This design comes from an exercise in tuning for small area, a short achievable clock period and few clock cycles per item on the open sky130 flow, not from production work. Function was checked by simulation only, so behaviour that the tests miss may differ from the original.

Design lpc_synth, start of the top module:
module lpc_synth (
    input  wire        clk,
    input  wire        rst,
    input  wire        in_valid,
    output wire        in_ready,
    input  wire [15:0] in_data,
    output wire        out_valid,
    input  wire        out_ready,
    output wire [15:0] out_data,
    output wire [7:0]  out_sexp
);
export LEC_CHECK = 0
export ABC_AREA = 1
export CAP_MARGIN = 20
export CORE_MARGIN = 2
export CORE_UTILIZATION = 40
export PLACE_DENSITY = 0.6
export SLEW_MARGIN = 20
create_clock -name core_clock -period 12.0 [get_ports {clk}]
standard.sh (not shown) runs the stock make flow with config.mk's settings and CLKGATE_MAP_FILE= SYNTH_SCRIPT=/design/flow/synth_recipe.tcl, a recipe that flattens the netlist after the stock synthesis.
==> flow/flow/run.sh <==
#!/bin/bash
set -euo pipefail
bash standard.sh SETUP_SLACK_MARGIN=7.6 finish > standard.log 2>&1
The starting point produced a clean layout.
Testbench counts at the start, summed over its fixed seeds: cycles 21,564, frames 60.
Then changed:
--- a/flow/design.v
+++ b/flow/design.v
@@ -399,19 +399,19 @@
         end
     end
     wire ph_n       = ~ph;
     wire n_run_odd  = !ph && (mode == M_RUN) && (t < 7'd80);
     wire n_take     = (n_run_odd && (t != 7'd79)) ||
                       (!ph && (mode == M_PRIME) && (wcnt == 4'd15));
     wire n_conc     = !rpass && conc;
     wire n_cont     = n_run_odd && rpass && (t == 7'd79) && spec;
     wire n_coef     = (lw_n == 7'd80) && (nxn_n != 5'd16);
-    wire n_load     = (mode_n == M_LOAD) && (shift_in ? (sc == wa_b) : (sc2 == wa_b));
+    wire n_load     = (mode_n == M_LOAD) && (sc2 == wa_n);
     wire n_contgo   = n_cont && !a0v && !commit;
     wire n_shin     = n_load || (n_take && n_conc) || n_contgo;
     integer k;
     always @(posedge clk) begin
         din_r <= in_data;
         dhi_r <= din_r[15:8];
         for (k = 0; k < RQN - 1; k = k + 1)
             rq[k] <= rq[k+1];
         rq[RQN-1] <= sh_r ? din_r[7:0] : sh2_r ? dhi_r : rq[0];
Effect: The changed run went through all stages and came out clean. Hold slack loses 42 ps. Worst setup slack got worse by 200 ps. Flip-flop and latch count is unchanged. Global-route usage grows by 0.13 points. Routed wire length goes up by about 0.3%.
Testbench counts after the change, summed over its fixed seeds: cycles 21,564, frames 60.

lpc_synth, a different RTL version from the one above (not shown whole).
Size: roughly 4500 flip-flops, about 46 I/O pins, roughly 250000 um^2 of cells after synthesis.
==> flow/config.mk <==
export PLATFORM = sky130hd
export DESIGN_NAME = lpc_synth
export DESIGN_NICKNAME = lpc_synth
export VERILOG_FILES = /design/flow/design.v
export SDC_FILE = /design/flow/constraint.sdc
export NUM_CORES = 8
export LEC_CHECK = 0
export CAP_MARGIN = 20
export CORE_MARGIN = 2
export CORE_UTILIZATION = 40
export PLACE_DENSITY = 0.6
export SLEW_MARGIN = 20
==> flow/constraint.sdc <==
create_clock -name core_clock -period 12.0 [get_ports {clk}]
set_input_delay 2.4000 -clock core_clock [delete_from_list [all_inputs] [get_ports {clk}]]
set_output_delay 2.4000 -clock core_clock [all_outputs]
set_load 0.01 [all_outputs]
run.sh (not shown) runs the stock make flow with config.mk's settings and CLKGATE_MAP_FILE= SYNTH_SCRIPT=/design/flow/synth_recipe.tcl, a recipe that flattens the netlist after the stock synthesis.
Stock flow here: none of the scripts above is used.
The starting point finished with timing, DRC and antenna clean.
Testbench counts at the start, summed over its fixed seeds: cycles 21,804, frames 60.
Next try:
--- a/flow/design.v
+++ b/flow/design.v
@@ -56,20 +56,19 @@
     reg  [4:0]  sexp;               
     reg  [4:0]  dlt;                
     reg  [14:0] hm;                 
     reg  [19:0] pk;                 
     reg  [20:0] yr;                 
     reg         vpk;
     reg  [4:0]  pbl;                
     reg         pkz;                
     reg  [3:0]  hbl;                
-    reg  [6:0]  sxt;                
-    reg  [6:0]  d0r;
+    reg  [6:0]  d0r;                
     reg         q0v, q1v, q2v;
     reg  [20:0] q0, q1, q2;         
     assign out_valid = q0v;
     assign out_data  = q0[15:0];
     assign out_sexp  = {{3{q0[20]}}, q0[20:16]};
     reg  [15:0] ybc;
     reg  [7:0]  bneg, bone, btwo;      
     reg  [7:0]  bnegn, bonen, btwon;   
     reg  [15:0] yprev;
@@ -205,20 +204,20 @@
     reg  [23:0] yrec;
     integer kr;
     always @(*) begin
         for (kr = 0; kr < 8; kr = kr + 1)
             yrec[3*kr +: 3] = f_lt ? brec(srl, kr) : f_gt ? brec(srh, kr) :
                               q_ovf ? brec(q[23] ? 16'h8000 : 16'h7fff, kr) : brec(q[15:0], kr);
     end
     wire [19:0] yr_abs = yr[20] ? (20'd0 - yr[19:0]) : yr[19:0];
     wire signed [6:0] sexp7  = $signed({{2{sexp[4]}}, sexp});
-    wire signed [6:0] sx_c   = ($signed(sxt) > 7'sd10) ? 7'sd10 :
-                               ($signed(sxt) < -7'sd4) ? -7'sd4 : $signed(sxt);
+    wire signed [6:0] sxt    = pkz ? 7'sd10 : sexp7 + 7'sd14 - $signed({2'b00, pbl});
+    wire signed [6:0] sx_c   = (sxt > 7'sd10) ? 7'sd10 : (sxt < -7'sd4) ? -7'sd4 : sxt;
     wire signed [6:0] hr     = 7'sd15 - $signed({3'b000, hbl});
     wire [14:0] hpat_z   = de_z1[14:0] ^ {15{de_z1[15]}};
     wire [14:0] hpat_y   = ycm[14:0] ^ {15{ycm[15]}};
     wire [31:0] ys  = {{16{ybc[15]}}, ybc};
     wire [63:0] p1a = csa32(32'd8198, ~(ys << 12), ~(ys << 10));    
     wire [63:0] p1b = csa32(ys << 8, ~(ys << 6), ys << 4);
     wire [63:0] p2a = csa32(p1a[63:32], p1a[31:0], p1b[63:32]);
     wire [63:0] p2b = csa32(p1b[31:0], ~(ys << 2), ys);
     wire [63:0] p3  = csa32(p2a[63:32], p2a[31:0], p2b[63:32]);
@@ -365,19 +364,19 @@
             M_LOAD: begin
                 if (in_valid && (lw == 7'd79)) begin
                     mode_n = M_PRIME;
                     wcnt_n = 4'd0;
                     t0_n   = 7'd0;
                 end
             end
             M_DELTA: begin
                 dstep_n = dstep + 3'd1;
-                if (dstep == 3'd6) begin
+                if (dstep == 3'd2) begin
                     dstep_n = 3'd0;
                     mode_n  = M_PRIME;
                     wcnt_n  = 4'd0;
                     rpass_n = 1'b1;
                     resc_n  = 1'b1;
                     t0_n    = 7'd0;
                     nc_n    = 7'd0;
                 end
             end
@@ -446,24 +445,23 @@
         if (prime)
             zt <= de_z1;
         else if (v2)
             zt <= z_n;
         pcm_s <= pcms_n;
         pcm_b <= pcmb_n;
         q0 <= (!a0v) ? qin : a0;
         q1 <= (!a1v) ? qin : a1q;
         q2 <= (!a2v) ? qin : q2;
-        pbl <= bitlen20(pk);
-        pkz <= (pk == 20'd0);
+        pbl <= bitlen20(pk | yr_abs);
+        pkz <= ((pk | yr_abs) == 20'd0);
         hbl <= bitlen15(hm | hpat_z);
-        sxt <= pkz ? 7'sd10 : sexp7 + 7'sd14 - $signed({2'b00, pbl});
         d0r <= sx_c - sexp7;
-        if ((mode == M_DELTA) && (dstep == 3'd4))
+        if ((mode == M_DELTA) && (dstep == 3'd2))
             dlt <= ($signed(d0r) > hr) ? hr[4:0] : d0r[4:0];    
     end
     always @(posedge clk) begin
         if (rst) begin
             mode  <= M_COEF;
             ph    <= 1'b0;
             rpass <= 1'b0;
             conc  <= 1'b0;
             resc  <= 1'b0;
@@ -566,19 +564,19 @@
                 pk <= pk | yr_abs;
             if (((mode == M_COEF) && (nxn == 5'd16) && !tk_r) || cont_go ||
                 ((mode == M_LOAD) && in_valid && (lw == 7'd79)))
                 pk <= 20'd0;
             if (prime_ld) begin
                 for (k = 0; k < 15; k = k + 1)
                     st[k] <= st[k+1];
                 st[15] <= st_new;
             end
-            if ((mode == M_DELTA) && (dstep == 3'd5)) begin
+            if (prime_ld && resc && (wcnt == 4'd0)) begin
                 sexp  <= sexp + dlt;
                 de_z1 <= shl16(de_z1, dlt);
             end
         end
     end
 endmodule
 module lpc_bmul (
     input  wire        clk,
     input  wire [15:0] c,
Setup slack gains 0.052 ns.
Wire length hardly moves.
Design area went down by 0.40%.
Critical path depth does not change.
Clock-buffer cell count went down by 1.
Testbench counts after the change, summed over its fixed seeds: cycles 21,564, frames 60.

## afterwards: timing with drivers on the ports
How much do the figures lean on ideal ports? The routed layouts below were timed once more, with nothing changed but the port constraints. Step 1, drivers: a clkbuf_16 drives clk and a buf_2 each remaining input, both assumed. Step 2, shift: input delay + t, output delay - t, t = (earliest + latest rising clock arrival at the registers) / 2. This alone moves slack from input paths to output paths. Slacks: ideal ports / drivers / drivers and shift; pairs: ideal ports / drivers.
run | t, ns | setup WS [ns] | worst setup path at the end | clock arrival spread, ns | pins driven straight from the clock port
the first run of note 1 | 1.195 | 6.816 / 6.816 / 6.119 | input to register | 0.108 / 0.108 | 1
the second run of note 1 | 1.186 | 6.616 / 6.616 / 6.616 | register to register | 0.082 / 0.082 | 1
the first run of note 2 | 1.175 | 6.304 / 6.304 / 6.304 | register to register | 0.153 / 0.153 | 1
the second run of note 2 | 1.157 | 6.356 / 6.356 / 6.356 | register to register | 0.140 / 0.140 | 1
After both steps every run listed still meets setup and hold. The setup slack of the first run of note 1, which loses most, moves by 0.000 ns with the drivers and by -0.697 ns with both steps.
